Background: an optimization exercise with open tools, aiming at a short achievable clock period and few clock cycles. Do not read the settings as production practice. Function was checked by simulation only, so behaviour that the tests miss may differ from the original. Power and IR drop assume default switching activity.

$ cat design/flow/flow/run.sh
#!/bin/bash
set -euo pipefail
bash standard.sh SETUP_SLACK_MARGIN=15 finish > standard_flow.log 2>&1
$ cat design/flow/standard.sh
#!/bin/bash
# synth_recipe.tcl (not shown) runs the flow's synth.tcl, then flattens the netlist and writes it again
# the make line also repeats each setting of config.mk as NAME=value (left out here)
make -C /OpenROAD-flow-scripts/flow DESIGN_CONFIG=/design/flow/config.mk WORK_HOME=/design/flow/orfs CLKGATE_MAP_FILE= SYNTH_SCRIPT=/design/flow/synth_recipe.tcl "${@:-finish}"
$ cat design/flow/config.mk
export PLATFORM = sky130hd
export DESIGN_NAME = stepper_sequencer
export DESIGN_NICKNAME = stepper_sequencer
export VERILOG_FILES = /design/flow/design.v
export SDC_FILE = /design/flow/constraint.sdc
export NUM_CORES = 4
export LEC_CHECK = 0
export ABC_CLOCK_PERIOD_IN_PS = 5000
export CAP_MARGIN = 20
export CORE_MARGIN = 2
export CORE_UTILIZATION = 40
export SLEW_MARGIN = 20
export SYNTH_HIERARCHICAL = 1
export SYNTH_MINIMUM_KEEP_SIZE = 0
$ cat design/flow/constraint.sdc
create_clock -name core_clock -period 20.0 [get_ports {clk}]
set_input_delay 4.0000 -clock core_clock [delete_from_list [all_inputs] [get_ports {clk}]]
set_output_delay 4.0000 -clock core_clock [all_outputs]
set_load 0.01 [all_outputs]
$ cat design/flow/design.v
module stepper_sequencer (
    input  wire        clk,
    input  wire        rst,           
    input  wire        cmd_valid,
    output reg         cmd_ready,
    input  wire [47:0] cmd,
    output reg         rsp_valid,
    output wire [39:0] rsp,
    output reg         ser_latch,
    output reg         ser_data,
    output reg         ser_clk,
    output wire [7:0]  duty_a1,
    output wire [7:0]  duty_b1,
    output wire [7:0]  duty_a2,
    output wire [7:0]  duty_b2,
    output reg         delay_req,
    output wire [31:0] delay_ms,
    input  wire        delay_ack
);
    localparam [3:0] OP_NEW      = 4'd1;
    localparam [3:0] OP_SETSPEED = 4'd2;
    localparam [3:0] OP_ONESTEP  = 4'd3;
    localparam [3:0] OP_STEP     = 4'd4;
    localparam [3:0] OP_RELEASE  = 4'd5;
    localparam [3:0] OP_LATCHW   = 4'd6;
    localparam [2:0] ST_SINGLE     = 3'd1;
    localparam [2:0] ST_DOUBLE     = 3'd2;
    localparam [2:0] ST_INTERLEAVE = 3'd3;
    localparam [2:0] ST_MICROSTEP  = 3'd4;
    localparam [2:0] DIR_FWD = 3'd1;
    localparam [2:0] DIR_BWD = 3'd2;
    localparam [1:0] S_CONFIG = 2'd1;
    localparam [1:0] S_ARITH  = 2'd2;
    localparam [2:0] C_BAD_ENCODING    = 3'd1;
    localparam [2:0] C_BAD_PORT        = 3'd2;
    localparam [2:0] C_NOT_CONSTRUCTED = 3'd3;
    localparam [2:0] C_BAD_DIRECTION   = 3'd4;
    localparam [2:0] C_BAD_STYLE       = 3'd5;
    localparam [2:0] C_DIV_BY_ZERO     = 3'd1;
    localparam [25:0] SIXTY_MILLION = 26'd60000000;
    localparam [2:0] F_IDLE = 3'd0;
    localparam [2:0] F_DEC  = 3'd1;    
    localparam [2:0] F_TX   = 3'd2;    
    localparam [2:0] F_DA   = 3'd3;    
    localparam [2:0] F_DB   = 3'd4;    
    localparam [2:0] F_PW   = 3'd5;    
    localparam [2:0] F_DL   = 3'd6;    
    localparam [2:0] F_RSP  = 3'd7;    
    localparam [1:0] T_D0 = 2'd0;      
    localparam [1:0] T_C0 = 2'd1;      
    localparam [1:0] T_L1 = 2'd3;      
    reg [2:0]  state;
    reg [47:0] cmd_r;
    reg [7:0]  latch_word;
    reg        ctx_valid [1:2];
    reg [31:0] ctx_spr   [1:2];
    reg [5:0]  ctx_pos   [1:2];
    reg [25:0] ctx_usps  [1:2];
    reg [10:0] ctx_rem   [1:2];
    reg [7:0]  ctx_ocra  [1:2];
    reg [7:0]  ctx_ocrb  [1:2];
    reg [1:0]  tx_ph;
    reg [2:0]  tx_i;
    reg [7:0]  new_ocra;
    reg [7:0]  new_ocrb;
    reg [35:0] step_n;          
    reg        more;            
    reg        extra;           
    reg [15:0] dly_ms;          
    assign delay_ms = {16'd0, dly_ms};
    reg [4:0]  rsp_code;
    reg [5:0]  rsp_pos;
    assign rsp = {rsp_code, 29'd0, rsp_pos};
    reg        b_pend;          
    reg        b_busy;
    reg        b_done;
    reg [1:0]  b_cnt;
    reg [9:0]  b_rem;
    reg [15:0] b_quo;
    wire        a_busy, a_wr;
    wire [25:0] a_q;
    reg         a_port;          
    wire [3:0]  f_op    = cmd_r[47:44];
    wire [2:0]  f_port  = cmd_r[43:41];
    wire [2:0]  f_dir   = cmd_r[40:38];
    wire [2:0]  f_style = cmd_r[37:35];
    wire [2:0]  f_rsv   = cmd_r[34:32];
    wire [31:0] f_imm   = cmd_r[31:0];
    wire        port_ok  = (f_port == 3'd1) || (f_port == 3'd2);
    wire        port_sel = f_port[1];             
    wire [1:0]  pidx     = port_sel ? 2'd2 : 2'd1;
    wire        dir_ok   = (f_dir == DIR_FWD) || (f_dir == DIR_BWD);
    wire        style_ok = (f_style >= ST_SINGLE) && (f_style <= ST_MICROSTEP);
    wire        micro    = (f_style == ST_MICROSTEP);
    reg enc_ok;
    always @(*) begin
        case (f_op)
            OP_NEW, OP_SETSPEED: enc_ok = (f_dir == 3'd0) && (f_style == 3'd0) && (f_rsv == 3'd0);
            OP_ONESTEP:          enc_ok = (f_rsv == 3'd0) && (f_imm == 32'd0);
            OP_STEP:             enc_ok = (f_rsv == 3'd0);
            OP_RELEASE:          enc_ok = (f_dir == 3'd0) && (f_style == 3'd0) && (f_rsv == 3'd0) && (f_imm == 32'd0);
            OP_LATCHW:           enc_ok = (f_port == 3'd0) && (f_dir == 3'd0) && (f_style == 3'd0) && (f_rsv == 3'd0) && (f_imm[31:16] == 16'd0);
            default:             enc_ok = 1'b0;
        endcase
    end
    reg        err;
    reg [1:0]  err_status;
    reg [2:0]  err_cause;
    always @(*) begin
        err        = 1'b1;
        err_status = S_CONFIG;
        err_cause  = 3'd0;
        if (!enc_ok)
            err_cause = C_BAD_ENCODING;
        else if (f_op == OP_LATCHW)
            err = 1'b0;
        else if (!port_ok)
            err_cause = C_BAD_PORT;
        else if (f_op != OP_NEW && !ctx_valid[pidx])
            err_cause = C_NOT_CONSTRUCTED;
        else if ((f_op == OP_ONESTEP || f_op == OP_STEP) && !dir_ok)
            err_cause = C_BAD_DIRECTION;
        else if ((f_op == OP_ONESTEP || f_op == OP_STEP) && !style_ok)
            err_cause = C_BAD_STYLE;
        else
            err = 1'b0;
    end
    wire        i_tx;        
    wire [4:0]  i_code;      
    reg         i_ronly;     
    always @(*) i_ronly = !i_tx;
    function [7:0] curve;
        input [4:0] i;
        begin
            case (i)
                5'd0:  curve = 8'd0;
                5'd1:  curve = 8'd25;
                5'd2:  curve = 8'd50;
                5'd3:  curve = 8'd74;
                5'd4:  curve = 8'd98;
                5'd5:  curve = 8'd120;
                5'd6:  curve = 8'd141;
                5'd7:  curve = 8'd162;
                5'd8:  curve = 8'd180;
                5'd9:  curve = 8'd197;
                5'd10: curve = 8'd212;
                5'd11: curve = 8'd225;
                5'd12: curve = 8'd236;
                5'd13: curve = 8'd244;
                5'd14: curve = 8'd250;
                5'd15: curve = 8'd253;
                default: curve = 8'd255;
            endcase
        end
    endfunction
    function [3:0] phase8;
        input [2:0] k;
        begin
            case (k)
                3'd0: phase8 = 4'b0001;   
                3'd1: phase8 = 4'b0011;   
                3'd2: phase8 = 4'b0010;   
                3'd3: phase8 = 4'b0110;   
                3'd4: phase8 = 4'b0100;   
                3'd5: phase8 = 4'b1100;   
                3'd6: phase8 = 4'b1000;   
                default: phase8 = 4'b1001;   
            endcase
        end
    endfunction
    function [7:0] enbits;
        input       p2;
        input [3:0] s;
        begin
            if (!p2)
                enbits = {3'b000, s[3], s[2], s[0], s[1], 1'b0};         
            else
                enbits = {s[2], s[3], s[0], 4'b0000, s[1]};              
        end
    endfunction
    wire [7:0] pmask = port_sel ? 8'hE1 : 8'h1E;
    wire [5:0] cur_pos = ctx_pos[pidx];
    wire       idx_odd = cur_pos[3];
    reg [5:0] delta;
    always @(*) begin
        case (f_style)
            ST_SINGLE:     delta = idx_odd ? 6'd8  : 6'd16;
            ST_DOUBLE:     delta = idx_odd ? 6'd16 : 6'd8;
            ST_INTERLEAVE: delta = 6'd8;
            default:       delta = 6'd1;
        endcase
    end
    wire [5:0] next_pos = (f_dir == DIR_FWD) ? cur_pos + delta : cur_pos - delta;
    wire [1:0] nq   = next_pos[5:4];
    wire [3:0] noff = next_pos[3:0];
    wire [7:0] duty_lo = curve({1'b0, noff});
    wire [7:0] duty_hi = curve(5'd16 - {1'b0, noff});
    wire [7:0] next_ocra = nq[0] ? duty_lo : duty_hi;
    wire [7:0] next_ocrb = nq[0] ? duty_hi : duty_lo;
    wire [3:0] next_set = micro ? phase8({nq, 1'b1}) : phase8(next_pos[5:3]);
    wire [7:0] next_latch = (latch_word & ~pmask) | enbits(port_sel, next_set);
    wire tail_more = micro && (cur_pos != 6'd0) && (cur_pos != 6'd16);
    wire dec_ronly = err || (f_op == OP_NEW) || (f_op == OP_SETSPEED) ||
                     (f_op == OP_STEP && f_imm == 32'd0 && !tail_more);
    wire ch_a = (new_ocra != ctx_ocra[pidx]);
    wire ch_b = (new_ocrb != ctx_ocrb[pidx]);
    wire [25:0] usps_p = ctx_usps[pidx];
    wire [25:0] b_us   = micro ? (usps_p >> 4) :
                         (f_style == ST_INTERLEAVE) ? (usps_p >> 1) : usps_p;
    reg  [3:0]  b_grp;
    always @(*) begin
        case (b_cnt)
            2'd0: b_grp = b_us[15:12];
            2'd1: b_grp = b_us[11:8];
            2'd2: b_grp = b_us[7:4];
            default: b_grp = b_us[3:0];
        endcase
    end
    wire [13:0] b_pr = {b_rem, b_grp};
    reg  [3:0]  b_dig;
    reg  [13:0] b_nrem;
    reg  [14:0] b_df;
    integer k;
    always @(*) begin
        b_dig  = 4'd0;
        b_nrem = b_pr;
        for (k = 1; k < 16; k = k + 1) begin
            b_df = {1'b0, b_pr} - k * 1000;
            if (!b_df[14]) begin
                b_dig  = k;
                b_nrem = b_df[13:0];
            end
        end
    end
    wire [15:0] pace_ms   = b_quo;
    wire [9:0]  pace_frac = b_rem;
    wire dec_ok     = (state == F_DEC) && dec_ronly && !err;
    wire set_start  = dec_ok && (f_op == OP_SETSPEED) && (ctx_spr[pidx] != 32'd0) && (f_imm != 32'd0);
    wire new_cancel = dec_ok && (f_op == OP_NEW);
    wire a_other = a_busy && (a_port != port_sel);
    stepper_speed_div u_a (
        .clk(clk), .rst(rst),
        .start(set_start && !a_other), .cancel(new_cancel && (a_port == port_sel)),
        .spr(ctx_spr[pidx]), .rpm(f_imm),
        .busy(a_busy), .wr(a_wr), .usps(a_q)
    );
    wire a_hit = (a_busy | a_wr) && (a_port == port_sel);
    assign duty_a1 = ctx_ocra[1];
    assign duty_b1 = ctx_ocrb[1];
    assign duty_a2 = ctx_ocra[2];
    assign duty_b2 = ctx_ocrb[2];
    integer i;
    wire do_last = (state == F_TX && tx_ph == T_L1 && (f_op == OP_LATCHW || (!ch_a && !ch_b))) ||
                   (state == F_DA && !ch_b) || (state == F_DB) || (state == F_PW);
    wire b_ready = b_done;
    wire dl_end  = (state == F_DL) && delay_ack && !extra;
    wire sl_keep = (state == F_TX && tx_ph == T_L1) ? 1'b1 :
                   (dl_end && more) ? 1'b0 : ser_latch;
    wire rv_keep = (dl_end && !more) || (do_last && f_op != OP_STEP);
    wire sl_next, rv_next;
    stepper_cmd_check u_chk (
        .cmd(cmd), .cmd_valid(cmd_valid), .rst(rst),
        .idle(state == F_IDLE && cmd_ready),
        .valid1(ctx_valid[1]), .valid2(ctx_valid[2]),
        .off1((ctx_pos[1] != 6'd0) && (ctx_pos[1] != 6'd16)),
        .off2((ctx_pos[2] != 6'd0) && (ctx_pos[2] != 6'd16)),
        .sl_keep(sl_keep), .rv_keep(rv_keep),
        .tx(i_tx), .sl_next(sl_next), .rv_next(rv_next)
    );
    stepper_cmd_code u_code (
        .cmd(cmd),
        .valid1(ctx_valid[1]), .valid2(ctx_valid[2]),
        .spr0_1(ctx_spr[1] == 32'd0), .spr0_2(ctx_spr[2] == 32'd0),
        .code(i_code)
    );
    always @(posedge clk) begin
        begin
            if (a_wr) ctx_usps[a_port ? 2 : 1] <= a_q;
            if (set_start && !a_other) a_port <= port_sel;
            if (b_pend && !a_hit) begin
                b_pend <= 1'b0;
                b_busy <= 1'b1;
                b_rem  <= b_us[25:16];
                b_quo  <= 16'd0;
                b_cnt  <= 2'd0;
            end else if (b_busy) begin
                b_rem <= b_nrem[9:0];
                b_quo <= {b_quo[11:0], b_dig};
                b_cnt <= b_cnt + 2'd1;
                if (b_cnt == 2'd3) begin
                    b_busy <= 1'b0;
                    b_done <= 1'b1;
                end
            end
            rsp_code <= (state == F_IDLE) ? i_code : 5'd0;
            rsp_pos  <= (state != F_IDLE && f_op == OP_ONESTEP) ? ctx_pos[pidx] : 6'd0;
            case (state)
                F_IDLE: begin
                    cmd_ready <= 1'b1;
                    if (cmd_ready)
                        cmd_r <= cmd;
                    if (cmd_ready && cmd_valid) begin
                        cmd_ready <= 1'b0;
                        state     <= F_DEC;
                    end
                end
                F_DEC: begin
                    tx_ph <= T_D0;
                    tx_i  <= 3'd0;
                    if (dec_ronly) begin
                        if (!err && f_op == OP_NEW) begin
                            ctx_valid[pidx] <= 1'b1;
                            ctx_spr[pidx]   <= f_imm;
                            ctx_pos[pidx]   <= 6'd0;
                            ctx_usps[pidx]  <= 26'd0;
                            ctx_rem[pidx]   <= 11'd0;
                        end
                        if (set_start)
                            ctx_rem[pidx]   <= 11'd0;
                        if (!(set_start && a_other)) begin
                            cmd_ready <= 1'b1;
                            state     <= F_IDLE;
                        end
                    end else begin
                        case (f_op)
                            OP_ONESTEP, OP_STEP: begin
                                ctx_pos[pidx] <= next_pos;
                                latch_word    <= next_latch;
                                new_ocra      <= next_ocra;
                                new_ocrb      <= next_ocrb;
                                step_n <= micro ? {f_imm, 4'd0} - {35'd0, f_imm != 32'd0}
                                                : {4'd0, f_imm} - {35'd0, f_imm != 32'd0};
                                b_pend <= (f_op == OP_STEP);
                                b_done <= 1'b0;
                            end
                            OP_RELEASE: begin
                                latch_word <= latch_word & ~pmask;
                                new_ocra   <= 8'd0;
                                new_ocrb   <= 8'd0;
                            end
                            default: begin   
                                latch_word <= (latch_word & ~f_imm[15:8]) | (f_imm[7:0] & f_imm[15:8]);
                            end
                        endcase
                        if (ser_data) begin
                            ser_data <= 1'b0;
                            tx_ph    <= T_C0;
                        end else if (ser_clk) begin
                            ser_clk  <= 1'b0;
                            tx_ph    <= T_C0;
                        end
                        state <= F_TX;
                    end
                end
                F_TX: begin
                    if (tx_ph == T_L1) begin
                        if (f_op != OP_LATCHW && ch_a)
                            state <= F_DA;
                        else if (f_op != OP_LATCHW && ch_b)
                            state <= F_DB;
                    end else if (tx_ph == T_D0 && ser_data) begin
                        ser_data <= 1'b0;
                        tx_ph    <= T_C0;
                    end else if (ser_clk) begin
                        ser_clk <= 1'b0;
                        tx_ph   <= T_C0;
                    end else if (ser_data != latch_word[~tx_i]) begin
                        ser_data <= latch_word[~tx_i];
                        tx_ph    <= T_C0;
                    end else begin
                        ser_clk <= 1'b1;
                        tx_i    <= tx_i + 3'd1;
                        tx_ph   <= (tx_i == 3'd7) ? T_L1 : T_C0;
                    end
                end
                F_DA: begin
                    ctx_ocra[pidx] <= new_ocra;
                    if (ch_b)
                        state <= F_DB;
                end
                F_DB: begin
                    ctx_ocrb[pidx] <= new_ocrb;
                end
                F_DL: begin
                    if (delay_ack) begin
                        if (extra) begin
                            extra    <= 1'b0;
                            dly_ms <= 16'd1;
                        end else begin
                            delay_req <= 1'b0;
                            if (more) begin
                                tx_ph     <= T_D0;
                                tx_i      <= 3'd0;
                                state     <= F_TX;
                            end else begin
                                state     <= F_RSP;
                            end
                        end
                    end
                end
                F_RSP: begin
                    cmd_ready <= 1'b1;
                    state     <= F_IDLE;
                end
                default: state <= F_IDLE;
            endcase
            if (do_last) begin
                if (f_op != OP_STEP) begin
                    state     <= F_RSP;
                end else if (!b_ready) begin
                    state <= F_PW;
                end else begin
                    delay_req <= 1'b1;
                    dly_ms    <= pace_ms;
                    if (ctx_rem[pidx] + {1'b0, pace_frac} > 11'd1000) begin
                        extra          <= 1'b1;
                        ctx_rem[pidx]  <= ctx_rem[pidx] + {1'b0, pace_frac} - 11'd1000;
                    end else begin
                        extra          <= 1'b0;
                        ctx_rem[pidx]  <= ctx_rem[pidx] + {1'b0, pace_frac};
                    end
                    more <= (step_n != 36'd0) || tail_more;
                    if ((step_n != 36'd0) || tail_more) begin
                        ctx_pos[pidx] <= next_pos;
                        latch_word    <= next_latch;
                        new_ocra      <= next_ocra;
                        new_ocrb      <= next_ocrb;
                        if (step_n != 36'd0)
                            step_n <= step_n - 36'd1;
                    end
                    state <= F_DL;
                end
            end
        end
        ser_latch <= sl_next;
        rsp_valid <= rv_next;
        if (rst) begin
            state        <= F_IDLE;
            cmd_ready    <= 1'b1;
            latch_word   <= 8'd0;
            for (i = 1; i <= 2; i = i + 1) begin
                ctx_valid[i] <= 1'b0;
                ctx_ocra[i]  <= 8'd0;
                ctx_ocrb[i]  <= 8'd0;
            end
            b_pend       <= 1'b0;
            b_busy       <= 1'b0;
            ser_data     <= 1'b0;
            ser_clk      <= 1'b0;
            delay_req    <= 1'b0;
        end
    end
endmodule
module stepper_speed_div (
    input  wire        clk,
    input  wire        rst,
    input  wire        start,
    input  wire        cancel,
    input  wire [31:0] spr,
    input  wire [31:0] rpm,
    output reg         busy,
    output reg         wr,
    output reg  [25:0] usps
);
    localparam [25:0] N = 26'd60000000;
    localparam [1:0] P_SWAP = 2'd0;
    localparam [1:0] P_MUL  = 2'd1;
    localparam [1:0] P_PREP = 2'd2;
    localparam [1:0] P_DIV  = 2'd3;
    reg [1:0]  ph;
    reg [26:0] mc;       
    reg        big;      
    reg [28:0] m3;       
    reg [12:0] mp;       
    reg [26:0] acc;      
    reg        ovf;      
    reg [3:0]  cnt;      
    wire        x_big   = spr > rpm;
    wire [31:0] bgo     = x_big ? spr : rpm;
    wire [31:0] sml     = x_big ? rpm : spr;
    wire        pre_ovf = (|sml[31:13]) || (|bgo[31:27]);
    reg  [28:0] m_add;
    always @(*) begin
        case (mp[1:0])
            2'd0: m_add = 29'd0;
            2'd1: m_add = {2'b00, mc};
            2'd2: m_add = {1'b0, mc, 1'b0};
            default: m_add = m3;
        endcase
    end
    wire [29:0] m_sum = {3'b000, acc} + {1'b0, m_add};
    wire [12:0] m_mp  = {2'b00, mp[12:2]};
    wire        m_ovf = ovf || ((mp[1:0] != 2'd0) && big) || (m_sum[29:27] != 3'd0);
    wire [25:0] d = acc[25:0];
    reg  [3:0]  j;
    integer t;
    always @(*) begin
        j = 4'd13;
        for (t = 12; t >= 1; t = t - 1)
            if ((N >> (2 * t)) < d) j = t;
    end
    reg  [1:0]  nbits;
    always @(*) begin
        nbits = 2'd0;
        for (t = 1; t <= 13; t = t + 1)
            if (cnt == t) nbits = (N >> (2 * t - 2)) & 2'd3;
    end
    wire [3:0]  c2   = cnt - 4'd1;
    wire [27:0] sh   = {mc[25:0], nbits};
    wire [28:0] df1  = {1'b0, sh} - {3'b000, d};
    wire [28:0] df2  = {1'b0, sh} - {2'b00, d, 1'b0};
    wire [28:0] df3  = {1'b0, sh} - {1'b0, m3[27:0]};
    wire [1:0]  dig  = !df3[28] ? 2'd3 : !df2[28] ? 2'd2 : !df1[28] ? 2'd1 : 2'd0;
    wire [27:0] nrem = !df3[28] ? df3[27:0] : !df2[28] ? df2[27:0] : !df1[28] ? df1[27:0] : sh;
    always @(posedge clk) begin
        wr <= 1'b0;
        if (start) begin
            busy <= 1'b1;
            ph   <= P_SWAP;
            ovf  <= pre_ovf;
            big  <= 1'b0;
            mc   <= bgo[26:0];
            mp   <= sml[12:0];
            acc  <= 27'd0;
        end else if (busy) begin
            case (ph)
                P_SWAP: begin
                    if (ovf) begin
                        usps <= 26'd0;
                        wr   <= 1'b1;
                        busy <= 1'b0;
                    end else begin
                        m3 <= {2'b00, mc} + {1'b0, mc, 1'b0};
                        ph <= P_MUL;
                    end
                end
                P_MUL: begin
                    acc <= m_sum[26:0];
                    ovf <= m_ovf;
                    mc  <= {mc[24:0], 2'b00};
                    big <= big || (mc[26:25] != 2'd0);
                    m3  <= {m3[26:0], 2'b00};
                    mp  <= m_mp;
                    if (m_mp == 13'd0 || m_ovf)
                        ph <= P_PREP;
                end
                P_PREP: begin
                    if (ovf || acc > {1'b0, N}) begin
                        usps <= 26'd0;
                        wr   <= 1'b1;
                        busy <= 1'b0;
                    end else begin
                        m3   <= {2'b00, d} + {1'b0, d, 1'b0};
                        mc   <= {1'b0, N >> (2 * j)};
                        cnt  <= j;
                        usps <= 26'd0;
                        ph   <= P_DIV;
                    end
                end
                default: begin
                    mc   <= nrem[26:0];
                    usps <= {usps[23:0], dig};
                    cnt  <= c2;
                    if (c2 == 4'd0) begin
                        wr   <= 1'b1;
                        busy <= 1'b0;
                    end
                end
            endcase
        end
        if (rst || cancel) begin
            busy <= 1'b0;
            wr   <= 1'b0;
        end
    end
endmodule
module stepper_cmd_check (
    input  wire [47:0] cmd,
    input  wire        cmd_valid,
    input  wire        rst,
    input  wire        idle,
    input  wire        valid1,
    input  wire        valid2,
    input  wire        off1,
    input  wire        off2,
    input  wire        sl_keep,
    input  wire        rv_keep,
    output wire        tx,
    output wire        sl_next,
    output wire        rv_next
);
    localparam [3:0] OP_ONESTEP  = 4'd3;
    localparam [3:0] OP_STEP     = 4'd4;
    localparam [3:0] OP_RELEASE  = 4'd5;
    localparam [3:0] OP_LATCHW   = 4'd6;
    wire [3:0]  op    = cmd[47:44];
    wire [2:0]  port  = cmd[43:41];
    wire [2:0]  dir   = cmd[40:38];
    wire [2:0]  style = cmd[37:35];
    wire [2:0]  rsv   = cmd[34:32];
    wire [31:0] imm   = cmd[31:0];
    wire p2       = port[1];
    wire hi0      = (imm[31:16] == 16'd0);
    wire lo0      = (imm[15:0] == 16'd0);
    wire port_ok  = (port == 3'd1) || (port == 3'd2);
    wire dir_ok   = (dir == 3'd1) || (dir == 3'd2);
    wire style_ok = (style >= 3'd1) && (style <= 3'd4);
    wire valid    = p2 ? valid2 : valid1;
    wire tail     = (style == 3'd4) && (p2 ? off2 : off1);
    wire z_dsr    = (dir == 3'd0) && (style == 3'd0) && (rsv == 3'd0);
    wire pv    = port_ok && valid && (rsv == 3'd0);
    wire mv    = pv && dir_ok && style_ok;
    wire lw    = (op == OP_LATCHW) && (port == 3'd0) && z_dsr;
    wire t_z   = lw || (pv && (op == OP_RELEASE) && z_dsr) ||
                 (mv && ((op == OP_ONESTEP) || ((op == OP_STEP) && tail)));
    wire t_lo  = lw || (mv && (op == OP_STEP));
    wire t_hi  = mv && (op == OP_STEP);
    assign tx  = hi0 ? (lo0 ? t_z : t_lo) : t_hi;
    wire acc   = idle && cmd_valid;
    assign sl_next = !rst && sl_keep && !(acc && tx);
    assign rv_next = !rst && (rv_keep || (acc && !tx));
endmodule
module stepper_cmd_code (
    input  wire [47:0] cmd,
    input  wire        valid1,
    input  wire        valid2,
    input  wire        spr0_1,
    input  wire        spr0_2,
    output reg  [4:0]  code
);
    localparam [3:0] OP_NEW      = 4'd1;
    localparam [3:0] OP_SETSPEED = 4'd2;
    localparam [3:0] OP_ONESTEP  = 4'd3;
    localparam [3:0] OP_STEP     = 4'd4;
    localparam [3:0] OP_RELEASE  = 4'd5;
    localparam [3:0] OP_LATCHW   = 4'd6;
    wire [3:0]  op    = cmd[47:44];
    wire [2:0]  port  = cmd[43:41];
    wire [2:0]  dir   = cmd[40:38];
    wire [2:0]  style = cmd[37:35];
    wire [2:0]  rsv   = cmd[34:32];
    wire [31:0] imm   = cmd[31:0];
    wire p2       = port[1];
    wire hi0      = (imm[31:16] == 16'd0);
    wire imm0     = hi0 && (imm[15:0] == 16'd0);
    wire port_ok  = (port == 3'd1) || (port == 3'd2);
    wire dir_ok   = (dir == 3'd1) || (dir == 3'd2);
    wire style_ok = (style >= 3'd1) && (style <= 3'd4);
    wire valid    = p2 ? valid2 : valid1;
    wire spr0     = p2 ? spr0_2 : spr0_1;
    wire z_dsr    = (dir == 3'd0) && (style == 3'd0) && (rsv == 3'd0);
    reg enc_ok;
    always @(*) begin
        case (op)
            OP_NEW, OP_SETSPEED: enc_ok = z_dsr;
            OP_ONESTEP:          enc_ok = (rsv == 3'd0) && imm0;
            OP_STEP:             enc_ok = (rsv == 3'd0);
            OP_RELEASE:          enc_ok = z_dsr && imm0;
            OP_LATCHW:           enc_ok = (port == 3'd0) && z_dsr && hi0;
            default:             enc_ok = 1'b0;
        endcase
    end
    always @(*) begin
        if (!enc_ok)
            code = {2'd1, 3'd1};
        else if (op == OP_LATCHW)
            code = 5'd0;
        else if (!port_ok)
            code = {2'd1, 3'd2};
        else if (op != OP_NEW && !valid)
            code = {2'd1, 3'd3};
        else if ((op == OP_ONESTEP || op == OP_STEP) && !dir_ok)
            code = {2'd1, 3'd4};
        else if ((op == OP_ONESTEP || op == OP_STEP) && !style_ok)
            code = {2'd1, 3'd5};
        else if (op == OP_SETSPEED && (spr0 || imm0))
            code = {2'd2, 3'd1};
        else
            code = 5'd0;
    end
endmodule
==> flow_summary.json, run 1 <==
{
  "outcome": "finished clean",
  "final_cell_mix": "nand2_1, a21oi_1, nor2_1, ha_1, edfxtp_1",
  "areaGrowthSynthToFinish_pct": 12.7,
  "setup_ws_ns": 14.86,
  "crit_fanout": 5,
  "final_nets": 5390,
  "synth_cells": 4936,
  "core_area_um2": 102000,
  "tightest_slew_ns": 1.09,
  "arrival_ns": 5.65,
  "gp_congestion": 0.961,
  "antenna_cells": 0,
  "dieArea_um2": 105000,
  "initial_utilization": 0.404,
  "drtPass1Iterations": 6,
  "fin_crit_ns": 5.14,
  "netlist_area_um2": 41100,
  "num_vias": 38998,
  "clk_latency_ns": 0.66,
  "globalRouteOverflowTotal": 0,
  "hold_violations": 0,
  "clock-sinks": 499,
  "startpoint_type": "input pin",
  "power_frac_seq": 0.429,
  "grt_setup_unrepaired": "true",
  "p_comb_frac": 0.144,
  "track_usage": 0.256,
  "hpwlAfterDp_mm": 103,
  "portBuffers": 116,
  "switching_share": 0.283,
  "critical-path-max-stage-delay_ns": 0.52,
  "cts_tree": "done",
  "place_inst": 6265,
  "wirelength_mm": 143,
  "relSlewSlack": 0.272,
  "setup_viol": 0,
  "power_density_nw_per_um2": 56.2,
  "required_ns": 20.51,
  "io-pin-count": 162,
  "p_leak_nw": 18.0,
  "p_int_w": 0.00187,
  "critPathCaptureType": "flip-flop",
  "place_ws_ns": 13.61,
  "finalSetupTns_ns": 0,
  "first_iter_violations": 4027,
  "peakVddDrop_mv": 0.0758,
  "chipHeight_um": 325,
  "drive_gt1_frac": 0.122,
  "hold_buffers": 0,
  "drv_slew": 0,
  "clock_skew_ns": 0.0343,
  "antenna_found_initial": 1,
  "grt_max_degree": 119,
  "path_cells": "buf_12 > or4_4 > or4_4 > a2111o_1 > nand2_2 > a2111oi_1",
  "ant_nets": 0,
  "rows": 117,
  "grt_pass1_wl_mm": 215,
  "cts_buffers": 57,
  "layout_commonest_cell": "nand2_1",
  "cts_max_path_buffers": 3,
  "ctsRootBufferMaster": "clkbuf_16",
  "cp_num_buf_inv": 1,
  "grt_pass1_vias": 35924,
  "drc": 0,
  "cp_slowest_cell": "or4_4",
  "routedWlPerCell_um": 22.2,
  "min_period_over_period": 0.257,
  "power_switching_w": 0.000737,
  "clock.fmax_mhz": 195,
  "avgSynthCellArea_um2": 8.33,
  "h-tree-depth": 2,
  "min_path_type": "reg -> reg",
  "drv_cap": 0,
  "yosysWarnings": 9,
  "stdcell_count": 6431,
  "final_core_utilization": 0.455,
  "vias_per_cell": 6.06,
  "cp_common_cell": "or4_4",
  "worstSetupPathType": "in -> reg",
  "cp_top_family": "simple AND/OR/NAND/NOR gates",
  "clk_pin_slew_worst_paths_ns": 0.06,
  "clock_power_share": 0.426,
  "die_x_um": 325
}
-- power groups by stage --
stage	clock network, W	registers (W)	logic, W
final	0.00111	0.00112	0.000376
after detailed placement	0	0.00114	0.000357
after global placement	0	0.00114	0.000355
after CTS	0.00113	0.00112	0.000358
after floorplan	0	0.00113	0.000257
after global routing	0.00117	0.00112	0.000411
-- area by class of cell --
cell class	instances	area, um^2
clock buffer	71	1520
fill	10139	55500
tap	1368	1710
timing repair buffer	254	2280
sequential	499	12700
multi-input combinational	3979	26900
clock inverter	36	425
inverter	224	841
-- worst min-delay path, delay by kind of cell (launching register included) --
family           cells  cell delay, ns
flip-flops           1            0.31
AND/OR/NAND/NOR      1            0.05
AO/OA/AOI/OAI        1            0.05
-- state kept, by name, indices dropped and copies added, names as in the netlist, 6 cells and up --
name,flops
ctx_ocrb,16
new_ocrb,8
b_quo,16
ctx_spr,64
step_n,36
rsp_pos,6
cmd_r,48
u_a.acc,27
u_a.mc,27
b_rem,10
new_ocra,8
u_a.usps,26
latch_word,8
u_a.mp,13
ctx_pos,12
ctx_rem,22
u_a.m3,29
ctx_usps,52
ctx_ocra,16
dly_ms,16
-- path summary, 6_finish.rpt --
kind	slack, ns	cells past startpoint	end	from
hold / removal	0.45	2	ctx_usps[2][13]$_SDFFE_PP0P_	ctx_usps[2][13]$_SDFFE_PP0P_
hold reg to reg	0.45	2	ctx_usps[2][13]$_SDFFE_PP0P_	ctx_usps[2][13]$_SDFFE_PP0P_
setup / recovery	14.86	6	rsp_valid$_DFF_P_	cmd[37]
setup reg to reg	15.08	14	u_a.ovf$_DFFE_PP_	u_a.mp[0]$_DFFE_PP_
-- per-stage QoR --
| step | instance area (um^2) | hold WS [ns] | total power (W) |
|---|---|---|---|
| 4_1_cts | 46000 | 0.455 | 0.00260 |
| 3_5_place_dp | 43500 | 0.446 | 0.00150 |
| 3_3_place_gp | 43500 | 0.441 | 0.00149 |
| 5_1_grt | 46300 | 0.470 | 0.00270 |
| 2_1_floorplan | 41300 | 0.432 | 0.00139 |
| 6_report | 46300 | 0.453 | 0.00260 |
-- repair_timing --
| item | in CTS | in global routing |
|---|---|---|
| cloned | 0 | 3 |
| setup buffers | 40 | 15 |
| pin swaps | 15 | 22 |
| setup endpoints to repair | 134 | 182 |
| resized for setup | 517 | 73 |
-- per-layer routing --
| metal | global-route usage | share of wire |
|---|---|---|
| met4 | 0.0752 | 0.030 |
| met5 | 0 | 0 |
| met1 | 0.374 | 0.46 |
| met3 | 0.0443 | 0.085 |
| met2 | 0.383 | 0.42 |
Testbench counts, summed over its fixed seeds: cycles 188,959.
==> run 2: changes to the inputs <==
--- a/design/flow/design.v
+++ b/design/flow/design.v
@@ -589,10 +589,6 @@
     output wire        sl_next,
     output wire        rv_next
 );
-    localparam [3:0] OP_ONESTEP  = 4'd3;
-    localparam [3:0] OP_STEP     = 4'd4;
-    localparam [3:0] OP_RELEASE  = 4'd5;
-    localparam [3:0] OP_LATCHW   = 4'd6;
     wire [3:0]  op    = cmd[47:44];
     wire [2:0]  port  = cmd[43:41];
     wire [2:0]  dir   = cmd[40:38];
@@ -600,21 +596,24 @@
     wire [2:0]  rsv   = cmd[34:32];
     wire [31:0] imm   = cmd[31:0];
     wire p2       = port[1];
-    wire hi0      = (imm[31:16] == 16'd0);
-    wire lo0      = (imm[15:0] == 16'd0);
-    wire port_ok  = (port == 3'd1) || (port == 3'd2);
-    wire dir_ok   = (dir == 3'd1) || (dir == 3'd2);
-    wire style_ok = (style >= 3'd1) && (style <= 3'd4);
+    wire hi0      = ~|imm[31:16];
+    wire lo0      = ~|imm[15:0];
+    wire zd       = ~|dir;
+    wire zs       = ~|style;
+    wire zr       = ~|rsv;
+    wire zp       = ~|port;
+    wire port_ok  = ~port[2] & (port[1] ^ port[0]);
+    wire dir_ok   = ~dir[2] & (dir[1] ^ dir[0]);
+    wire style_ok = (~style[2] & (style[1] | style[0])) | (style == 3'd4);
     wire valid    = p2 ? valid2 : valid1;
-    wire tail     = (style == 3'd4) && (p2 ? off2 : off1);
-    wire z_dsr    = (dir == 3'd0) && (style == 3'd0) && (rsv == 3'd0);
-    wire pv    = port_ok && valid && (rsv == 3'd0);
-    wire mv    = pv && dir_ok && style_ok;
-    wire lw    = (op == OP_LATCHW) && (port == 3'd0) && z_dsr;
-    wire t_z   = lw || (pv && (op == OP_RELEASE) && z_dsr) ||
-                 (mv && ((op == OP_ONESTEP) || ((op == OP_STEP) && tail)));
-    wire t_lo  = lw || (mv && (op == OP_STEP));
-    wire t_hi  = mv && (op == OP_STEP);
+    wire tail     = (style == 3'd4) & (p2 ? off2 : off1);
+    wire op3 = (op == 4'd3), op4 = (op == 4'd4), op5 = (op == 4'd5), op6 = (op == 4'd6);
+    wire pv    = port_ok & valid & zr;
+    wire mv    = pv & dir_ok & style_ok;
+    wire lw    = op6 & zp & zd & zs & zr;
+    wire t_z   = lw | (pv & op5 & zd & zs) | (mv & (op3 | (op4 & tail)));
+    wire t_lo  = lw | (mv & op4);
+    wire t_hi  = mv & op4;
     assign tx  = hi0 ? (lo0 ? t_z : t_lo) : t_hi;
     wire acc   = idle && cmd_valid;
     assign sl_next = !rst && sl_keep && !(acc && tx);
==> run 2 against run 1 <==
Against the previous run:
- clock skew is 0.010 ns higher
- clock power hardly changed
- sequential share of layout area is 0.26 points higher
- routed wire length is 3.9% lower
- critical endpoint is now duty_a1[1]
==> flow_summary.json, run 2 <==
{
  "drc": 0,
  "p_leak_nw": 17.8,
  "top_usage_layer": "met2",
  "first_iter_violations": 3733,
  "hpwlAfterDp_mm": 98.9,
  "ctsRootBufferMaster": "clkbuf_16",
  "portBuffers": 116,
  "h-tree-depth": 2,
  "cts_tree": "done",
  "drv_cap": 0,
  "outcome": "finished clean",
  "routedWlPerCell_um": 21.8,
  "die_x_um": 322,
  "min_path_type": "reg -> reg",
  "clk_latency_ns": 0.69,
  "synthTopCellsByCount": "nand2_1, a21oi_1, nor2_1",
  "ys_seq_area_frac": 0.312,
  "arrival_ns": 1.16,
  "num-fill-cells": 9829,
  "regMostFlops": "ctx_spr",
  "vias_per_cell": 6.00,
  "path_cells": "buf_6",
  "setup_viol": 0,
  "ant_nets": 0,
  "synthTopCellsByArea": "edfxtp_1, dfxtp_1, ha_1",
  "track_usage": 0.254,
  "ys_types": 123,
  "globalRouteOverflowTotal": 0,
  "grt_pass1_vias": 35222,
  "synth_edf_count": 263,
  "fin_crit_ns": 5.16,
  "clock-sinks": 499,
  "grt.met2_usage": 0.401,
  "post-synth-top-count-cell": "nand2_1",
  "gp_congestion": 0.947,
  "final_cell_mix": "nand2_1, a21oi_1, nor2_1, ha_1, o21ai_0",
  "grt_setup_unrepaired": "true",
  "synth_cells": 4804,
  "met3_usage": 0.0320,
  "startpoint_type": "flip-flop",
  "peakVddDrop_mv": 0.0789,
  "layout_commonest_cell": "nand2_1",
  "drv_slew": 0,
  "dieArea_um2": 104000,
  "cts_max_path_buffers": 3,
  "drtPass1Iterations": 7,
  "clock.fmax_mhz": 194,
  "synth_top_area_share": 0.195,
  "critPathCaptureType": "output pin",
  "num_vias": 37737,
  "clock_skew_ns": 0.0445,
  "wirelength_mm": 137,
  "tightest_slew_ns": 1.08,
  "chipHeight_um": 322,
  "areaGrowthSynthToFinish_pct": 13.3,
  "antenna_found_initial": 2,
  "finalSetupTns_ns": 0,
  "clk_pin_slew_worst_paths_ns": 0.06,
  "relSlewSlack": 0.273,
  "required_ns": 16.00,
  "min_period_over_period": 0.258,
  "avgSynthCellArea_um2": 8.43,
  "grt_max_degree": 131,
  "setup_ws_ns": 14.84,
  "cp_top_family": "flip-flops",
  "yosys.area.top_type": "edfxtp_1",
  "grt_use_met1": 0.361,
  "power_density_nw_per_um2": 59.6,
  "drive_gt1_frac": 0.127,
  "hold_buffers": 0,
  "place_ws_ns": 13.70,
  "netlist_area_um2": 40500,
  "cp_slowest_cell": "dfxtp_4",
  "largestRegisters": "ctx_spr (64), ctx_usps (52), cmd_r (48)",
  "cp_num_buf_inv": 1,
  "core_area_um2": 100000,
  "hold_violations": 0,
  "grt_pass1_wl_mm": 209,
  "cts_buffers": 57,
  "crit_fanout": 3,
  "final_nets": 5262,
  "critical-path-max-stage-delay_ns": 0.36,
  "ys_seq_elements": 499,
  "worstSetupPathType": "reg -> out",
  "largest_register_ffs": 64,
  "initial_utilization": 0.404,
  "synthArstFlopShare": 0,
  "yosysWarnings": 9,
  "synth-main-ff-cell": "edfxtp_1",
  "rows": 116,
  "io-pin-count": 162
}
[run 2: final timing paths]
check	end	startpoint	cells past startpoint	slack, ns
max	duty_a1[1]	ctx_ocra[1][1]$_SDFFE_PP0P_	1	14.84
min	ctx_usps[2][9]$_SDFFE_PP0P_	ctx_usps[2][9]$_SDFFE_PP0P_	2	0.45
max reg2reg	u_a.mc[8]$_DFFE_PP_	cmd_r[36]$_DFFE_PP_	15	15.10
min reg2reg	ctx_usps[2][9]$_SDFFE_PP0P_	ctx_usps[2][9]$_SDFFE_PP0P_	2	0.45
[run 2: cell families (layout without fill, tap and decap cells)]
logic type | Yosys count | count (layout) | synth area share
AND/OR/NAND/NOR | 1559 | 1561 | 0.187
AO/OA/AOI/OAI | 1507 | 1507 | 0.245
flip-flops | 499 | 499 | 0.312
buffers and inverters | 488 | 569 | 0.0511
adder cells (fa/ha/maj) | 327 | 327 | 0.102
XOR/XNOR | 227 | 227 | 0.0494
multiplexers | 196 | 196 | 0.0537
other | 1 | 46 | 0.0000926
[run 2: area by class of cell]
| cell class | instances | area, um^2 | share of cell area |
|---|---|---|---|
| flip-flops and latches | 499 | 12700 | 0.277 |
| clock buffers | 85 | 1750 | 0.0381 |
| repair buffers | 257 | 2220 | 0.0485 |
| clock inverters | 22 | 298 | 0.00649 |
| inverters | 205 | 777 | 0.0169 |
| diodes | 1 | 2.50 | 0.0000545 |
| well taps | 1357 | 1700 | 0.0370 |
| multi-input cells | 3863 | 26400 | 0.576 |
[run 2: stage by stage]
step                instance area, um^2  total power (W)  instances  hold slack [ns]   util
floorplan                         40800          0.00146       4848            0.433      -
detailed placement                43000          0.00160       6111            0.446  0.429
global placement                  43000          0.00160       6111            0.440  0.429
global route                      45900          0.00284       6288            0.467  0.458
CTS                               45600          0.00274       6263            0.455  0.455
finish                            45900          0.00274       6289            0.454  0.458
[run 2: modules after synthesis (local to each module, per instance)]
| module | area, um^2 | cells | flops+latches |
|---|---|---|---|
| stepper_cmd_check | 399 | 50 | 0 |
| stepper_speed_div | 18000 | 2217 | 132 |
| stepper_cmd_code | 389 | 57 | 0 |
| stepper_sequencer | 21800 | 2480 | 367 |
[run 2: metal layers]
layer	share of wire	up-vias	wire length [um]
li1	-	17876	-
met1	0.45	18147	61600
met2	0.44	1482	60800
met3	0.075	232	10300
met4	0.033	0	4550
met5	0	-	0
[run 2: timing repair]
item	4_1_cts	5_1_grt
setup buffers	44	22
gates cloned	1	3
setup endpoints to repair	262	146
resized for setup	485	81
pin swaps	14	17
[run 2: power breakdown]
group	switching (W)	internal [W]
Sequential	0.0000354	0.00110
Clock	0.000479	0.000661
Combinational	0.000294	0.000163
Testbench counts of run 2, summed over its fixed seeds: cycles 188,959.
==> run 3: changes to the inputs <==
--- a/design/flow/config.mk
+++ b/design/flow/config.mk
@@ -8,7 +8,8 @@
 export ABC_CLOCK_PERIOD_IN_PS = 5000
 export CAP_MARGIN = 20
 export CORE_MARGIN = 2
-export CORE_UTILIZATION = 40
+export CORE_UTILIZATION = 70
+export PLACE_DENSITY = 0.75
 export SLEW_MARGIN = 20
 export SYNTH_HIERARCHICAL = 1
 export SYNTH_MINIMUM_KEEP_SIZE = 0
==> run 3 against run 2 <==
Against the previous run:
- still clean on timing, DRC and antenna
- design area shrank 2.7%
- total power shrank 5.3%
- non-clock buffer count shrank 29
- sequential power is essentially flat
- hold slack lost 0.0011 ns
- synthesized cell count is the same
- sequential cell count is the same
- core utilization grew 32 points
- clock power shrank 13%
- critical path type unchanged
==> flow_summary.json, run 3 <==
{
  "synth-main-ff-cell": "edfxtp_1",
  "placed_area_um2": 42100,
  "p_leak_nw": 17.5,
  "wirelength_mm": 130,
  "setup_viol": 0,
  "h-tree-depth": 2,
  "required_ns": 16.00,
  "grt_pass1_wl_mm": 198,
  "chipHeight_um": 245,
  "antenna_cells": 0,
  "ys_seq_area_frac": 0.312,
  "core_area_um2": 57500,
  "synthTopCellsByArea": "edfxtp_1, dfxtp_1, ha_1",
  "drc": 0,
  "power_density_nw_per_um2": 58.0,
  "cts_max_path_buffers": 3,
  "min_period_over_period": 0.257,
  "path_cells": "buf_6",
  "layout_commonest_cell": "nand2_1",
  "grt_setup_unrepaired": "true",
  "grt_pass1_vias": 35951,
  "final_core_utilization": 0.777,
  "ant_nets": 0,
  "hold_violations": 0,
  "ys_seq_elements": 499,
  "synth_top_area_share": 0.195,
  "outcome": "finished clean",
  "hpwlAfterDp_mm": 92.1,
  "first_iter_violations": 4796,
  "dieArea_um2": 59800,
  "relSlewSlack": 0.212,
  "crit_fanout": 3,
  "num_vias": 38829,
  "post-synth-top-count-cell": "nand2_1",
  "final_cell_mix": "nand2_1, a21oi_1, nor2_1, ha_1, o21ai_0",
  "portBuffers": 116,
  "routedWlPerCell_um": 22.9,
  "arrival_ns": 1.14,
  "place_ws_ns": 13.75,
  "synth_cells": 4804,
  "min_path_type": "reg -> reg",
  "clock.fmax_mhz": 194,
  "ctsRootBufferMaster": "clkbuf_16",
  "drv_cap": 0,
  "finalSetupTns_ns": 0,
  "synthTopCellsByCount": "nand2_1, a21oi_1, nor2_1",
  "gp_congestion": 1.05,
  "initial_utilization": 0.705,
  "critical-path-max-stage-delay_ns": 0.37,
  "avgSynthCellArea_um2": 8.43,
  "die_x_um": 245,
  "yosysWarnings": 9,
  "peakVddDrop_mv": 0.0697,
  "hold_buffers": 0,
  "globalRouteOverflowTotal": 0,
  "cp_top_family": "flip-flops",
  "cts_buffers": 54,
  "io-pin-count": 162,
  "ys_types": 123,
  "final_nets": 5231,
  "worstSetupPathType": "reg -> out",
  "tightest_slew_ns": 1.17,
  "vias_per_cell": 6.86,
  "yosys.area.top_type": "edfxtp_1",
  "p_total_w": 0.00259,
  "track_usage": 0.416,
  "regMostFlops": "ctx_spr",
  "synth_edf_count": 263,
  "critPathCaptureType": "output pin",
  "clock-sinks": 499,
  "fin_crit_ns": 5.14,
  "grt_max_degree": 71,
  "drv_slew": 0,
  "drtPass1Iterations": 8,
  "areaGrowthSynthToFinish_pct": 10.3,
  "rows": 88,
  "cp_slowest_cell": "dfxtp_2",
  "clk_pin_slew_worst_paths_ns": 0.06,
  "startpoint_type": "flip-flop",
  "clk_latency_ns": 0.66,
  "setup_ws_ns": 14.86,
  "largestRegisters": "ctx_spr (64), ctx_usps (52), cmd_r (48)",
  "post-route-cell-area_um2": 44700,
  "clock_skew_ns": 0.0337,
  "cts_tree": "done",
  "netlist_area_um2": 40500,
  "antenna_found_initial": 0,
  "drive_gt1_frac": 0.122,
  "largest_register_ffs": 64,
  "cp_num_buf_inv": 1,
  "synthArstFlopShare": 0
}
run 3: Yosys stat by module, one instance, submodules excluded:
module | copies in the design | cells | flops+latches
stepper_sequencer | 1 | 2480 | 367
stepper_cmd_code | 1 | 57 | 0
stepper_speed_div | 1 | 2217 | 132
stepper_cmd_check | 1 | 50 | 0
run 3: metrics by stage:
stage | hold WS [ns] | std cells
after floorplan | 0.433 | 4848
after global placement | 0.439 | 5499
after detailed placement | 0.445 | 5500
after CTS | 0.454 | 5650
after global routing | 0.459 | 5663
final | 0.453 | 5663
run 3: path summary, 6_finish.rpt:
path / startpoint / slack, ns / end / cells after the start
worst max-delay path: ctx_ocrb[2][5]$_SDFFE_PP0P_ / 14.86 / duty_b2[5] / 1
worst min-delay path: dly_ms[0]$_DFF_P_ / 0.45 / dly_ms[0]$_DFF_P_ / 2
worst max register to register: cmd_r[42]$_DFFE_PP_ / 15.09 / u_a.mc[4]$_DFFE_PP_ / 16
worst min register to register: dly_ms[0]$_DFF_P_ / 0.45 / dly_ms[0]$_DFF_P_ / 2
run 3: area by class of cell:
class	count	area (um^2)
Multi-Input combinational cell	3863	26500
Clock buffer	69	1460
Tap cell	765	957
Timing Repair inverter	1	5.00
Inverter	205	773
Fill cell	4125	12800
Clock inverter	33	274
Timing Repair Buffer	228	2020
Sequential cell	499	12700
run 3: what timing repair did:
item,in CTS,in global routing
buffers inserted,45,11
gates resized for setup,485,102
pin swaps,24,17
setup endpoints to repair,329,252
gates cloned,3,1
run 3: worst reg2reg max path: cells and delay by family, from the launching register on:
family | cells | cell delay [ns]
AOI/OAI and AO/OA | 3 | 0.76
buffers and inverters | 4 | 1.08
adders and majority gates | 1 | 0.33
DFF | 1 | 0.38
and+or+nand+nor | 7 | 1.65
muxes | 1 | 0.46
run 3: layer usage:
layer	wire, um	share of wire	track usage	vias up
li1	-	-	-	17825
met1	50500	0.39	0.548	18295
met2	57600	0.45	0.656	2274
met3	14200	0.11	0.0786	435
met4	7220	0.056	0.206	0
met5	0	0	0	-
run 3: cells by family after synthesis:
| logic type | after synthesis | synth area share |
|---|---|---|
| simple gates | 1559 | 0.187 |
| compound gates | 1507 | 0.245 |
| flops | 499 | 0.312 |
| buf+inv | 488 | 0.0511 |
| fa+ha+maj | 327 | 0.102 |
| xor+xnor | 227 | 0.0494 |
| mux | 196 | 0.0537 |
| other cells | 1 | 0.0000926 |
run 3: power by group:
group	internal (W)	switching, W	leakage [nW]
registers	0.00110	0.0000475	4.30
logic	0.000162	0.000283	12.4
clock network	0.000537	0.000457	0.844
total	0.00180	0.000788	17.5
==> run 4: changes to the inputs <==
--- a/design/flow/design.v
+++ b/design/flow/design.v
@@ -2,13 +2,13 @@
     input  wire        clk,
     input  wire        rst,           
     input  wire        cmd_valid,
-    output reg         cmd_ready,
+    output wire        cmd_ready,
     input  wire [47:0] cmd,
     output reg         rsp_valid,
     output wire [39:0] rsp,
-    output reg         ser_latch,
-    output reg         ser_data,
-    output reg         ser_clk,
+    output wire        ser_latch,
+    output wire        ser_data,
+    output wire        ser_clk,
     output wire [7:0]  duty_a1,
     output wire [7:0]  duty_b1,
     output wire [7:0]  duty_a2,
@@ -50,6 +50,8 @@
     localparam [1:0] T_C0 = 2'd1;      
     localparam [1:0] T_L1 = 2'd3;      
     reg [2:0]  state;
+    reg        rdy, sl, sd, sc;
+    reg        rdy_n, sd_n, sc_n;
     reg [47:0] cmd_r;
     reg [7:0]  latch_word;
     reg        ctx_valid [1:2];
@@ -245,22 +247,54 @@
         .busy(a_busy), .wr(a_wr), .usps(a_q)
     );
     wire a_hit = (a_busy | a_wr) && (a_port == port_sel);
-    assign duty_a1 = ctx_ocra[1];
-    assign duty_b1 = ctx_ocrb[1];
-    assign duty_a2 = ctx_ocra[2];
-    assign duty_b2 = ctx_ocrb[2];
     integer i;
+    always @(*) begin
+        rdy_n = rdy;
+        sd_n  = sd;
+        sc_n  = sc;
+        case (state)
+            F_IDLE: rdy_n = !(rdy && cmd_valid);
+            F_DEC: begin
+                if (dec_ronly) begin
+                    if (!(set_start && a_other))
+                        rdy_n = 1'b1;
+                end else if (sd)
+                    sd_n = 1'b0;
+                else if (sc)
+                    sc_n = 1'b0;
+            end
+            F_TX: begin
+                if (tx_ph == T_L1)
+                    ;
+                else if (tx_ph == T_D0 && sd)
+                    sd_n = 1'b0;
+                else if (sc)
+                    sc_n = 1'b0;
+                else if (sd != latch_word[~tx_i])
+                    sd_n = latch_word[~tx_i];
+                else
+                    sc_n = 1'b1;
+            end
+            F_RSP: rdy_n = 1'b1;
+            default: ;
+        endcase
+        if (rst) begin
+            rdy_n = 1'b1;
+            sd_n  = 1'b0;
+            sc_n  = 1'b0;
+        end
+    end
     wire do_last = (state == F_TX && tx_ph == T_L1 && (f_op == OP_LATCHW || (!ch_a && !ch_b))) ||
                    (state == F_DA && !ch_b) || (state == F_DB) || (state == F_PW);
     wire b_ready = b_done;
     wire dl_end  = (state == F_DL) && delay_ack && !extra;
     wire sl_keep = (state == F_TX && tx_ph == T_L1) ? 1'b1 :
-                   (dl_end && more) ? 1'b0 : ser_latch;
+                   (dl_end && more) ? 1'b0 : sl;
     wire rv_keep = (dl_end && !more) || (do_last && f_op != OP_STEP);
     wire sl_next, rv_next;
     stepper_cmd_check u_chk (
         .cmd(cmd), .cmd_valid(cmd_valid), .rst(rst),
-        .idle(state == F_IDLE && cmd_ready),
+        .idle(state == F_IDLE && rdy),
         .valid1(ctx_valid[1]), .valid2(ctx_valid[2]),
         .off1((ctx_pos[1] != 6'd0) && (ctx_pos[1] != 6'd16)),
         .off2((ctx_pos[2] != 6'd0) && (ctx_pos[2] != 6'd16)),
@@ -273,6 +307,14 @@
         .spr0_1(ctx_spr[1] == 32'd0), .spr0_2(ctx_spr[2] == 32'd0),
         .code(i_code)
     );
+    stepper_port_q u_q (
+        .clk(clk), .rst(rst),
+        .rdy_n(rdy_n), .sl_n(sl_next), .sd_n(sd_n), .sc_n(sc_n),
+        .wr_a(state == F_DA), .wr_b(state == F_DB), .p2(port_sel),
+        .new_a(new_ocra), .new_b(new_ocrb),
+        .cmd_ready(cmd_ready), .ser_latch(ser_latch), .ser_data(ser_data), .ser_clk(ser_clk),
+        .duty_a1(duty_a1), .duty_b1(duty_b1), .duty_a2(duty_a2), .duty_b2(duty_b2)
+    );
     always @(posedge clk) begin
         begin
             if (a_wr) ctx_usps[a_port ? 2 : 1] <= a_q;
@@ -296,13 +338,10 @@
             rsp_pos  <= (state != F_IDLE && f_op == OP_ONESTEP) ? ctx_pos[pidx] : 6'd0;
             case (state)
                 F_IDLE: begin
-                    cmd_ready <= 1'b1;
-                    if (cmd_ready)
+                    if (rdy)
                         cmd_r <= cmd;
-                    if (cmd_ready && cmd_valid) begin
-                        cmd_ready <= 1'b0;
+                    if (rdy && cmd_valid)
                         state     <= F_DEC;
-                    end
                 end
                 F_DEC: begin
                     tx_ph <= T_D0;
@@ -317,10 +356,8 @@
                         end
                         if (set_start)
                             ctx_rem[pidx]   <= 11'd0;
-                        if (!(set_start && a_other)) begin
-                            cmd_ready <= 1'b1;
+                        if (!(set_start && a_other))
                             state     <= F_IDLE;
-                        end
                     end else begin
                         case (f_op)
                             OP_ONESTEP, OP_STEP: begin
@@ -342,11 +379,9 @@
                                 latch_word <= (latch_word & ~f_imm[15:8]) | (f_imm[7:0] & f_imm[15:8]);
                             end
                         endcase
-                        if (ser_data) begin
-                            ser_data <= 1'b0;
+                        if (sd) begin
                             tx_ph    <= T_C0;
-                        end else if (ser_clk) begin
-                            ser_clk  <= 1'b0;
+                        end else if (sc) begin
                             tx_ph    <= T_C0;
                         end
                         state <= F_TX;
@@ -358,17 +393,13 @@
                             state <= F_DA;
                         else if (f_op != OP_LATCHW && ch_b)
                             state <= F_DB;
-                    end else if (tx_ph == T_D0 && ser_data) begin
-                        ser_data <= 1'b0;
+                    end else if (tx_ph == T_D0 && sd) begin
                         tx_ph    <= T_C0;
-                    end else if (ser_clk) begin
-                        ser_clk <= 1'b0;
+                    end else if (sc) begin
                         tx_ph   <= T_C0;
-                    end else if (ser_data != latch_word[~tx_i]) begin
-                        ser_data <= latch_word[~tx_i];
+                    end else if (sd != latch_word[~tx_i]) begin
                         tx_ph    <= T_C0;
                     end else begin
-                        ser_clk <= 1'b1;
                         tx_i    <= tx_i + 3'd1;
                         tx_ph   <= (tx_i == 3'd7) ? T_L1 : T_C0;
                     end
@@ -399,7 +430,6 @@
                     end
                 end
                 F_RSP: begin
-                    cmd_ready <= 1'b1;
                     state     <= F_IDLE;
                 end
                 default: state <= F_IDLE;
@@ -432,11 +462,13 @@
                 end
             end
         end
-        ser_latch <= sl_next;
+        sl  <= sl_next;
+        rdy <= rdy_n;
+        sd  <= sd_n;
+        sc  <= sc_n;
         rsp_valid <= rv_next;
         if (rst) begin
             state        <= F_IDLE;
-            cmd_ready    <= 1'b1;
             latch_word   <= 8'd0;
             for (i = 1; i <= 2; i = i + 1) begin
                 ctx_valid[i] <= 1'b0;
@@ -445,8 +477,6 @@
             end
             b_pend       <= 1'b0;
             b_busy       <= 1'b0;
-            ser_data     <= 1'b0;
-            ser_clk      <= 1'b0;
             delay_req    <= 1'b0;
         end
     end
@@ -678,3 +708,45 @@
             code = 5'd0;
     end
 endmodule
+module stepper_port_q (
+    input  wire       clk,
+    input  wire       rst,
+    input  wire       rdy_n,
+    input  wire       sl_n,
+    input  wire       sd_n,
+    input  wire       sc_n,
+    input  wire       wr_a,
+    input  wire       wr_b,
+    input  wire       p2,
+    input  wire [7:0] new_a,
+    input  wire [7:0] new_b,
+    output reg        cmd_ready,
+    output reg        ser_latch,
+    output reg        ser_data,
+    output reg        ser_clk,
+    output reg  [7:0] duty_a1,
+    output reg  [7:0] duty_b1,
+    output reg  [7:0] duty_a2,
+    output reg  [7:0] duty_b2
+);
+    always @(posedge clk) begin
+        cmd_ready <= rdy_n;
+        ser_latch <= sl_n;
+        ser_data  <= sd_n;
+        ser_clk   <= sc_n;
+        if (wr_a) begin
+            if (p2) duty_a2 <= new_a;
+            else    duty_a1 <= new_a;
+        end
+        if (wr_b) begin
+            if (p2) duty_b2 <= new_b;
+            else    duty_b1 <= new_b;
+        end
+        if (rst) begin
+            duty_a1 <= 8'd0;
+            duty_b1 <= 8'd0;
+            duty_a2 <= 8'd0;
+            duty_b2 <= 8'd0;
+        end
+    end
+endmodule
==> run 4 against run 3 <==
Against the previous run:
- fmax is 0.24% higher
- global-route usage fell by 0.82 points
- sequential cell count up 36
- count of clock-buffer cells in the layout down 1
- register-to-register slack barely moved
- sequential share of layout area grew 0.29 points
- non-clock buffer count up 7
- design area increased by 4.5%
==> flow_summary.json, run 4 <==
{
  "outcome": "finished clean",
  "dieArea_um2": 62200,
  "p_leak_nw": 18.4,
  "drv_cap": 0,
  "synth_top_area_share": 0.187,
  "areaGrowthSynthToFinish_pct": 10.8,
  "clk_pin_slew_worst_paths_ns": 0.06,
  "die_x_um": 249,
  "clock_skew_ns": 0.0435,
  "avgSynthCellArea_um2": 8.49,
  "critical-path-max-stage-delay_ns": 0.36,
  "largest_register_ffs": 64,
  "globalRouteOverflowTotal": 0,
  "arrival_ns": 1.13,
  "clock-sinks": 535,
  "critPathCaptureType": "output pin",
  "cp_top_family": "flip-flops",
  "cts_buffers": 56,
  "power_frac_seq": 0.322,
  "min_to": "ctx_usps[2][13]$_SDFFE_PP0P_",
  "hold_buffers": 0,
  "ys_types": 125,
  "crit_cells": 1,
  "first_iter_violations": 5465,
  "setup_viol": 0,
  "fin_crit_ns": 5.13,
  "finalSetupTns_ns": 0,
  "synth_cells": 4962,
  "drv_slew": 0,
  "routedWlPerCell_um": 23.0,
  "cp_num_buf_inv": 1,
  "wirelength_mm": 134,
  "tightest_slew_ns": 1.13,
  "rr_worst_depth": 16,
  "post-synth-top-count-cell": "nand2_1",
  "io-pin-count": 162,
  "yosys.area.top_type": "edfxtp_1",
  "min_period_over_period": 0.256,
  "largestRegisters": "ctx_spr (64), ctx_usps (52), cmd_r (48)",
  "cp_slowest_cell": "dfxtp_2",
  "switching_share": 0.413,
  "vias_per_cell": 6.93,
  "grt_setup_unrepaired": "true",
  "grt_max_degree": 99,
  "clk_latency_ns": 0.66,
  "ant_nets": 0,
  "netlist_area_um2": 42100,
  "peakVddDrop_mv": 0.162,
  "crit_fanout": 2,
  "reg2reg_slack_ns": 15.10,
  "ff_latch_area_um2": 13400,
  "worstSetupPathType": "reg -> out",
  "layout_commonest_cell": "nand2_1",
  "drc": 0,
  "min_path_type": "reg -> reg",
  "path_cells": "buf_6",
  "num-fill-cells": 4127,
  "required_ns": 16.00,
  "worstReg2RegEnd": "step_n[32]$_DFF_P_",
  "hold_start": "ctx_usps[2][13]$_SDFFE_PP0P_",
  "cts_max_path_buffers": 3,
  "ctsRootBufferMaster": "clkbuf_16",
  "drive_gt1_frac": 0.124,
  "clock.fmax_mhz": 195,
  "yosysWarnings": 10,
  "multi_input_area_um2": 27300,
  "synthArstFlopShare": 0,
  "hold_slack_ns": 0.458,
  "num_vias": 40430,
  "synthTopCellsByCount": "nand2_1, a21oi_1, nor2_1",
  "synthTopCellsByArea": "edfxtp_1, dfxtp_1, ha_1",
  "rows": 89,
  "ys_seq_area_frac": 0.317,
  "gp_congestion": 1.03,
  "clock_power_share": 0.255,
  "hold_violations": 0,
  "synth-main-ff-cell": "dfxtp_1",
  "regMostFlops": "ctx_spr",
  "chipHeight_um": 249,
  "grt_pass1_wl_mm": 205,
  "core_area_um2": 59200,
  "drtPass1Iterations": 8,
  "synth_edf_count": 263,
  "antenna_found_initial": 1,
  "portBuffers": 116,
  "ys_seq_elements": 535,
  "grt_pass1_vias": 37157,
  "cts_tree": "done",
  "final_nets": 5395,
  "hpwlAfterDp_mm": 94.7,
  "p_int_w": 0.00262,
  "p_comb_frac": 0.422,
  "initial_utilization": 0.711,
  "hold_depth": 2,
  "startpoint_type": "flip-flop",
  "relSlewSlack": 0.237,
  "r2r-start": "cmd_r[6]$_DFFE_PP_",
  "track_usage": 0.408,
  "h-tree-depth": 2,
  "final_cell_mix": "nand2_1, a21oi_1, nor2_1, ha_1",
  "power_switching_w": 0.00184,
  "power_density_nw_per_um2": 95.5
}
[run 4: cell types whose count changed in the layout (fill, tap and decap cells not counted), sizes merged, moves of 16 or more]
cell / before / now
mux2i: 98 / 157
nand2b: 61 / 102
inv: 205 / 243
dfxtp: 236 / 272
o21ai: 318 / 283
nand2: 508 / 542
a21o: 110 / 84
a221oi: 31 / 50
xor2: 80 / 64
[run 4: repair_timing]
| action | CTS | global route |
|---|---|---|
| gates resized for setup | 494 | 105 |
| setup endpoints to repair | 290 | 215 |
| setup buffers | 29 | 26 |
| pin swaps | 26 | 25 |
| cloned | 0 | 2 |
[run 4: area by class of cell]
type	instances	area share
clock buffer	68	0.0339
clock inverter	37	0.00884
inverter	238	0.0191
tap	773	0.0207
sequential	535	0.287
antenna	1	0.0000536
timing repair buffer	235	0.0451
multi-input combinational	3950	0.585
[run 4: kinds of logic (layout without fill, tap and decap cells)]
kind of cell | after synthesis | after routing | synth area share
adder cells (fa/ha/maj) | 327 | 327 | 0.0985
AO/OA/AOI/OAI | 1497 | 1497 | 0.236
flip-flops | 535 | 535 | 0.317
other | 1 | 46 | 0.0000890
multiplexers | 249 | 249 | 0.0638
AND/OR/NAND/NOR | 1619 | 1619 | 0.188
buffers and inverters | 521 | 578 | 0.0525
XOR/XNOR | 213 | 213 | 0.0446
[run 4: worst max-delay path by stage]
stage | start | to | slack [ns]
after global routing | delay_req$_SDFF_PP0_ | delay_req | 14.87
after CTS | delay_req$_SDFF_PP0_ | delay_req | 14.86
after detailed placement | cmd[10] | rsp_code[3]$_SDFF_PN0_ | 13.75
after floorplan | cmd[45] | rsp_code[0]$_SDFF_PN0_ | 14.81
after global placement | cmd[2] | sl$_DFF_P_ | 13.77
final | delay_req$_SDFF_PP0_ | delay_req | 14.87
[run 4: stage by stage]
stage                     area, um^2   util  worst slack (ns)  power, W  instances
final                          46700  0.788             14.87   0.00446       5837
after global routing           46700  0.788             14.87   0.00465       5837
after CTS                      46200  0.780             14.86   0.00433       5808
after detailed placement       43800  0.739             13.75   0.00320       5674
after global placement         43800  0.739             13.77   0.00317       5672
after floorplan                42500      -             14.81   0.00271       5006
[run 4: power by group through the flow]
stage | Sequential [W] | Clock (W) | Combinational (W)
6_report | 0.00144 | 0.00114 | 0.00188
5_1_grt | 0.00144 | 0.00118 | 0.00203
4_1_cts | 0.00143 | 0.00113 | 0.00177
3_5_place_dp | 0.00146 | 0 | 0.00174
3_3_place_gp | 0.00145 | 0 | 0.00172
2_1_floorplan | 0.00138 | 0 | 0.00133
[run 4: per-module statistics from Yosys, one instance, submodules excluded]
module / cells / cell area, um^2 / times used
stepper_cmd_check: 50 / 399 / 1
stepper_cmd_code: 57 / 389 / 1
stepper_port_q: 130 / 1430 / 1
stepper_sequencer: 2511 / 21900 / 1
stepper_speed_div: 2214 / 18000 / 1
[run 4: per-layer routing]
metal | up-vias | wire (um) | global-route usage
met5 | - | 0 | 0
met4 | 0 | 6280 | 0.182
met3 | 438 | 16100 | 0.0892
met2 | 2601 | 59600 | 0.634
met1 | 19006 | 52000 | 0.545
li1 | 18385 | - | -
[run 4: worst min-delay path, stage by stage (launching register included)]
cell,delay [ns]
dfxtp_1,0.31
nand2_1,0.05
a21oi_1,0.05
Testbench counts of run 4, summed over its fixed seeds: cycles 188,959.

==> port drivers added, routing unchanged <==
No port has a modelled driver above. Below, the same layouts with a new extraction and two added sets of constraints. Step 1 sets driving cells, clkbuf_16 on the clock port and buf_2 on the other inputs (assumed; they add their load-dependent delay and slew). Step 2 moves the port delays by t, midway between the first and last clock arrival at a register: inputs arrive t later, outputs are due t later. That takes back most of the time a late clock gives input paths. Slacks: no drivers / after step 1 / after step 2; pairs: no drivers / after step 1.
run	t, ns	slack for setup (ns)	worst data-port slew with drivers (ns)
run 1	0.713	14.859 / 14.789 / 14.171	0.06
run 2	0.732	14.839 / 14.772 / 14.289	0.06
run 3	0.705	14.858 / 14.793 / 14.388	0.07
run 4	0.708	14.870 / 14.801 / 14.309	0.06
After both steps setup and hold are still met in every run listed. For run 1, which loses most, drivers alone change the setup slack by -0.070 ns; drivers and shift together by -0.688 ns.
